From an optimization exercise on the open Yosys and OpenROAD flow, aimed at small area; shortcuts taken in it are not production practice. Where RTL was checked, it was by simulation tests only, not by an equivalence proof against the original. Power figures rest on the tool's default switching activity, not on a simulated workload.

## tw_master
module tw_master (
    input  wire        clk,
    input  wire        rst,
    input  wire        cmd_valid,
    output wire        cmd_ready,
    input  wire [31:0] cmd,
    output reg         done,
    output wire [7:0]  status,
    output reg  [7:0]  result,
    output wire        faulted,
    output wire [7:0]  fault_reason,
    input  wire        tx_we,
    input  wire [3:0]  tx_addr,
    input  wire [7:0]  tx_data,
    output wire        ev_valid,
    input  wire        ev_ready,
    output wire [2:0]  ev_kind,
    output wire [1:0]  ev_pin,
    output wire [7:0]  ev_arg,
    input  wire        smp_level,
    output reg         tw_init,
    output reg         tw_in_tx,
    output reg  [1:0]  tw_speed,
    input  wire [3:0]  rx_idx,
    output wire [7:0]  rx_data,
    output reg  [3:0]  dev_count,
    input  wire [2:0]  dl_idx,
    output wire [6:0]  dl_addr
);
For scale: ~410 flip-flops, ~120 I/O pins, roughly 0.016 mm2 of cells after synthesis.
export LEC_CHECK = 0
export ABC_AREA = 1
export CAP_MARGIN = 20
export CORE_MARGIN = 2
export CORE_UTILIZATION = 40
export SLEW_MARGIN = 20
create_clock -name core_clock -period 10.0 [get_ports {clk}]
standard.sh (not shown) runs the stock make flow with config.mk's settings and CLKGATE_MAP_FILE= SYNTH_SCRIPT=/design/flow/synth_recipe.tcl, a recipe that flattens the netlist after the stock synthesis.
==> flow/flow/run.sh <==
#!/bin/bash
# Own layout flow: the standard ORFS flow, with two changes to how the
# layout is made:
#  - technology mapping in synthesis uses ABC's area-oriented mapper (amap)
#    instead of ORFS's default ABC script (flip-flop mapping is unchanged);
#  - port buffers use sky130_fd_sc_hd__buf_1.
# Each tool's full output goes to a log file in the work folder.
set -euo pipefail
W=$(pwd)
rm -rf "$W/scripts_local"
cp -r "$FLOW_HOME/scripts" "$W/scripts_local"
cp "$W/flow/abc_area.script" "$W/scripts_local/abc_area.script"
export SCRIPTS_DIR="$W/scripts_local"
export BUFFER_PORTS_ARGS="-buffer_cell sky130_fd_sc_hd__buf_1"
bash "$W/standard.sh" synth > "$W/synth.log" 2>&1
bash "$W/standard.sh" > "$W/layout.log" 2>&1
==> flow/flow/abc_area.script <==
strash
dch -f
amap
topo
Then changed:
--- a/flow/flow/run.sh
+++ b/flow/flow/run.sh
@@ -14,0 +15 @@
+export CTS_ARGS="-sink_clustering_enable -repair_clock_nets -sink_clustering_size 30 -sink_clustering_max_diameter 60"
CORE_UTILIZATION = 55   (was 40)
Final cell count shrinks by a few percent.
Register-to-register slack is better by 0.11 ns.
Setup slack is worse by 0.19 ns.
Flip-flop and latch count is unchanged.
No run of this note included a check of the RTL's function; only the layout flow was run.

* * *

Another version of the RTL of tw_master (not shown whole).
Size: about 1600 cells after synthesis, ~120 I/O pins, roughly 15000 um2 of cells after synthesis.
## tw_master
module tw_master (
    input  wire        clk,
    input  wire        rst,
    input  wire        cmd_valid,
    output wire        cmd_ready,
    input  wire [31:0] cmd,
    output reg         done,
    output wire [7:0]  status,
    output reg  [7:0]  result,
    output wire        faulted,
    output wire [7:0]  fault_reason,
    input  wire        tx_we,
    input  wire [3:0]  tx_addr,
    input  wire [7:0]  tx_data,
    output wire        ev_valid,
    input  wire        ev_ready,
    output wire [2:0]  ev_kind,
    output wire [1:0]  ev_pin,
    output wire [7:0]  ev_arg,
    input  wire        smp_level,
    output reg         tw_init,
    output reg         tw_in_tx,
    output reg  [1:0]  tw_speed,
    input  wire [3:0]  rx_idx,
    output wire [7:0]  rx_data,
    output reg  [3:0]  dev_count,
    input  wire [2:0]  dl_idx,
    output wire [6:0]  dl_addr
);
    localparam [3:0] C_INIT = 4'h0, C_SPEED = 4'h1, C_START = 4'h2, C_STOP = 4'h3,
                     C_WB = 4'h4, C_RB = 4'h5, C_WBS = 4'h6, C_RBS = 4'h7,
                     C_SRW = 4'h8, C_SW = 4'h9, C_SR = 4'hA, C_SCAN = 4'hB, C_FREE = 4'hC;
    localparam [1:0] K_SRW = 2'd0, K_SW = 2'd1, K_SR = 2'd2, K_SCAN = 2'd3;
    localparam [3:0] ST_OK = 4'h0, ST_CONFLICT = 4'h1, ST_ARB = 4'h3, ST_LCS = 4'h4,
                     ST_NOACK = 4'h5, ST_OUTSIDE = 4'h9, ST_OOM = 4'hB;
    localparam [2:0] G_NONE = 3'd0, G_START = 3'd1, G_STOP = 3'd2, G_BYTE = 3'd3, G_FF = 3'd4;
    localparam [4:0]
        P_START = 5'b00000, P_SRW_S = 5'b00001,
        P_IDLE  = 5'b00100, P_CHK   = 5'b00101, P_SCAN_E = 5'b00110,
        P_STOP  = 5'b01000, P_SRW_P = 5'b01001, P_SCAN_P = 5'b01010,
        P_WB    = 5'b10000, P_RB    = 5'b10001, P_WBS    = 5'b10010, P_RBS = 5'b10011,
        P_SRW_A = 5'b10100, P_REG   = 5'b10101,
        P_CFG   = 5'b11000, P_FFNA  = 5'b11001;
    reg  [3:0] rot;           
    reg        init;          
    reg  [4:0] ph;
    reg  [1:0] op;
    reg  [7:0] opa;
    reg  [7:0] opb;           
    reg  [1:0] scl_pin;
    reg  [1:0] sda_pin;
    reg  [3:0] st;
    reg  [3:0] fr;
    wire clr = rst | init;
    wire [3:0] rot1 = rot + 4'd1;
    assign status       = {4'd0, st};
    assign fault_reason = {4'd0, fr};
    assign faulted      = |fr;
  ...
==> flow/config.mk <==
export PLATFORM = sky130hd
export DESIGN_NAME = tw_master
export DESIGN_NICKNAME = tw_master
export VERILOG_FILES = /design/flow/design.v
export SDC_FILE = /design/flow/constraint.sdc
export NUM_CORES = 4
export LEC_CHECK = 0
export ABC_AREA = 1
export CAP_MARGIN = 20
export CORE_MARGIN = 2
export CORE_UTILIZATION = 40
export SLEW_MARGIN = 20
==> flow/constraint.sdc <==
create_clock -name core_clock -period 10.0 [get_ports {clk}]
set_input_delay 2.0000 -clock core_clock [delete_from_list [all_inputs] [get_ports {clk}]]
set_output_delay 2.0000 -clock core_clock [all_outputs]
set_load 0.01 [all_outputs]
==> flow/flow/run.sh <==
#!/bin/bash
# Own layout flow: the standard ORFS flow, with two changes to how the
# layout is made:
#  - technology mapping in synthesis uses ABC's area-oriented mapper (amap)
#    instead of ORFS's default ABC script (flip-flop mapping is unchanged);
#  - port buffers use sky130_fd_sc_hd__buf_1.
# Each tool's full output goes to a log file in the work folder.
set -euo pipefail
W=$(pwd)
rm -rf "$W/scripts_local"
cp -r "$FLOW_HOME/scripts" "$W/scripts_local"
cp "$W/flow/abc_area.script" "$W/scripts_local/abc_area.script"
export SCRIPTS_DIR="$W/scripts_local"
export BUFFER_PORTS_ARGS="-buffer_cell sky130_fd_sc_hd__buf_1"
export CTS_ARGS="-sink_clustering_enable -repair_clock_nets -sink_clustering_size 10 -sink_clustering_max_diameter 40 -dont_use_dummy_load -buf_list sky130_fd_sc_hd__clkbuf_4"
bash "$W/standard.sh" synth > "$W/synth.log" 2>&1
bash "$W/standard.sh" > "$W/layout.log" 2>&1
==> flow/flow/abc_area.script <==
strash
dc2
dch -f
amap -F 10 -A 30
topo
The baseline passed the timing, DRC and antenna checks.
==> next run, changes <==
--- a/flow/flow/run.sh
+++ b/flow/flow/run.sh
@@ -6 +6,2 @@
-#  - port buffers use sky130_fd_sc_hd__buf_1.
+#  - port buffers use sky130_fd_sc_hd__buf_1;
+#  - clock tree: small clusters of clkbuf_4 leaves, no dummy loads.
=> The changed run ran to the end with no violations. Via count stays the same. Clock-buffer cell count stays the same. Worst hold slack is unchanged. Clock power is about the same. Routed wire length is unchanged.

port drivers added, routing unchanged:
The results above use ideal ports. As a check the final layouts listed here were re-extracted and re-timed, cells and wires unchanged. Step 1 (the two cells are an assumption about what drives the block):
set clk [get_ports {clk}]
set_driving_cell -lib_cell sky130_fd_sc_hd__clkbuf_16 $clk
set_driving_cell -lib_cell sky130_fd_sc_hd__buf_2 [delete_from_list [all_inputs] $clk]
Step 2 moves the port delays by t, midway between the first and last clock arrival at a register: inputs arrive t later, outputs are due t later. That takes back most of the time a late clock gives input paths. Three values: no drivers, after step 1, after step 2; two values: the first two.
| run | t (ns) | setup WS [ns] | worst hold slack (ns) | worst setup path at the end | pins driven straight from the clock port |
|---|---|---|---|---|---|
| the first run of note 1 | 0.609 | 2.480 / 2.460 / 2.430 | 0.342 / 0.342 / 0.342 | input to register | 1 |
| the second run of note 1 | 0.623 | 2.286 / 2.265 / 2.265 | 0.350 / 0.350 / 0.350 | input to output | 1 |
| the first run of note 2 | 0.744 | 2.956 / 2.929 / 2.929 | 0.294 / 0.294 / 0.294 | input to output | 1 |
| the second run of note 2 | 0.744 | 2.956 / 2.929 / 2.929 | 0.294 / 0.294 / 0.294 | input to output | 1 |
After both steps setup and hold are still met in every run listed. The setup slack of the first run of note 1, which loses most, moves by -0.020 ns with the drivers and by -0.050 ns with both steps.
